From an optimization exercise on the open Yosys and OpenROAD flow, aimed at small area, a short achievable clock period and few clock cycles; shortcuts taken in it are not production practice.
Only simulation tests tie the RTL to the original design; equivalence was not proved.
Power and IR drop assume default switching activity.

## megacode_core
module megacode_core (
    input  wire        clk,
    input  wire        rst,         
    input  wire [31:0] cmd_data,
    input  wire        cmd_valid,
    output wire        cmd_ready,
    output reg  [63:0] rec_data,
    output reg         rec_valid,
    input  wire        rec_ready
);
    localparam IW = 20;
    localparam [IW-1:0] IDX_MAX = {IW{1'b1}};
    localparam [2:0] S_IDLE  = 3'd0,
                     S_E1    = 3'd1,    
                     S_E2    = 3'd2,    
                     S_CALC  = 3'd3,    
                     S_GROUP = 3'd4,    
                     S_BDREC = 3'd5,    
                     S_DIAG  = 3'd6,    
                     S_DONE  = 3'd7;    
    localparam [1:0] CTX_RUN = 2'd0, CTX_E1 = 2'd1, CTX_E2 = 2'd2;
    reg [31:0] cw;
    reg        cv;
    reg        crdy;
    reg        d_sample, d_nz;          
    reg        rst_r, rcmd_r;           
    assign cmd_ready = crdy;
    reg [14:0] t11, t15;
    reg [16:0] t45, t75;
    reg [17:0] t105, t108;    
    reg        tex;           
    reg [2:0]  ck;
    reg [4:0]  cs;
    reg        cfirst;        
    reg        dflt;          
    localparam [23:0] RATE_DEFAULT = 24'd24000;
    reg        crb;           
    reg [IW-1:0] idx;
    reg          above;
    reg          bv, ev;
    reg [IW-1:0] sb;          
    reg [IW-1:0] sp;          
    reg [IW-1:0] gl;          
    reg [18:0]   tg_cnt;
    reg [22:0]   vbits;       
    reg          failed;
    reg          add_pend;
    reg [18:0]   fall_cnt;    
    reg [18:0]   pulse_cnt, group_cnt;
    reg [14:0]   cand_cnt, value_cnt;
    reg [1:0]    fault;       
    reg [2:0]    state;
    reg [1:0]    ctx;
    reg [2:0]    diag_id;
    reg          tol;         
    reg          f_brk, f15, f45, f75, f105;
    reg  [2:0]   fstep;       
    wire c_reset   = (cw == 32'h1000_0000);
    wire c_setrate = (cw[31:24] == 8'h20) && (cw[23:0] != 24'd0);
    wire c_sample  = d_sample;
    wire c_end     = (cw == 32'h4000_0000);
  ...
Size in the first run: about 2600 cells after synthesis, ~440 flip-flops, ~100 I/O pins, about 23000 sq um of cells after synthesis.
export LEC_CHECK = 0
export CAP_MARGIN = 20
export CORE_MARGIN = 2
export CORE_UTILIZATION = 40
export PLACE_DENSITY = 0.6
export SLEW_MARGIN = 20
create_clock -name core_clock -period 17.0 [get_ports {clk}]
standard.sh (not shown) runs the stock make flow with config.mk's settings and CLKGATE_MAP_FILE= SYNTH_SCRIPT=/design/flow/synth_recipe.tcl, a recipe that flattens the netlist after the stock synthesis.
==> flow/flow/run.sh <==
#!/bin/bash
# Standard ORFS layout, with repair_timing aiming well below the 17 ns clock
# (the setup margin), plain buf_2 cells as the port buffers, and a clock tree
# of clkbuf_16 cells over clusters of up to 25 flip-flops.
set -euo pipefail
bash standard.sh SETUP_SLACK_MARGIN=12.5 \
  "BUFFER_PORTS_ARGS=-buffer_cell sky130_fd_sc_hd__buf_2" \
  CTS_CLUSTER_SIZE=25 CTS_CLUSTER_DIAMETER=100 CTS_BUF_LIST=sky130_fd_sc_hd__clkbuf_16 \
  finish > flow_make.log 2>&1
The starting point finished with timing, DRC and antenna clean.
Testbench counts at the start, summed over its fixed seeds: cycles 1,080,735.
==> next run, changes <==
==> flow/flow/run.sh (replaced) <==
#!/bin/bash
# Standard ORFS layout, with repair_timing aiming well below the 17 ns clock
# (the setup margin) and plain buf_2 cells as the port buffers.
set -euo pipefail
bash standard.sh SETUP_SLACK_MARGIN=12.5 "BUFFER_PORTS_ARGS=-buffer_cell sky130_fd_sc_hd__buf_2" finish > flow_make.log 2>&1
After rerunning: The new run passed the timing, design-rule and antenna checks; design area rose by 4.0%; first-iteration DRC count drops by 2.1%; hold slack degrades by 0.0089 ns; register-to-register slack barely changes; via count climbs by 1.9%; sequential share of layout area shrinks by 1.6 points; core utilization rose by 1.7 points.
==> next run, changes <==
==> flow/flow/run.sh (replaced) <==
#!/bin/bash
# Standard ORFS layout, with repair_timing aiming well below the 17 ns clock
# (the setup margin), plain buf_2 cells as the port buffers, and a clock tree
# of clkbuf_16 cells over clusters of up to 20 flip-flops.
set -euo pipefail
bash standard.sh SETUP_SLACK_MARGIN=12.5 \
  "BUFFER_PORTS_ARGS=-buffer_cell sky130_fd_sc_hd__buf_2" \
  CTS_CLUSTER_SIZE=20 CTS_CLUSTER_DIAMETER=400 CTS_BUF_LIST=sky130_fd_sc_hd__clkbuf_16 \
  finish > flow_make.log 2>&1
Effect: Worst setup slack gains 0.0070 ns. Clock power drops by 42%. Via count drops by 1.3%. Power drops by 14%. Die area is unchanged. Routed wire length drops by 1.4%.

## re-timing with driven ports
How much do the figures lean on ideal ports? The routed layouts below were timed once more, with nothing changed but the port constraints.
Step 1 assumes that a clkbuf_16 drives the clock port and a buf_2 every other input.
Step 2 moves the port delays by t, midway between the first and last clock arrival at a register: inputs arrive t later, outputs are due t later. That takes back most of the time a late clock gives input paths.
a / b / c = ideal / step 1 / step 2; a / b = the first two.
run | shift t [ns] | slack for setup (ns) | pins driven straight from the clock port
the first run | 0.631 | 12.523 / 12.463 / 12.085 | 1
the second run | 0.654 | 12.511 / 12.450 / 12.143 | 1
the third run | 0.642 | 12.518 / 12.459 / 12.061 | 1
After both steps every run listed still meets setup and hold. For the third run, which loses most, drivers alone change the setup slack by -0.059 ns; drivers and shift together by -0.457 ns.
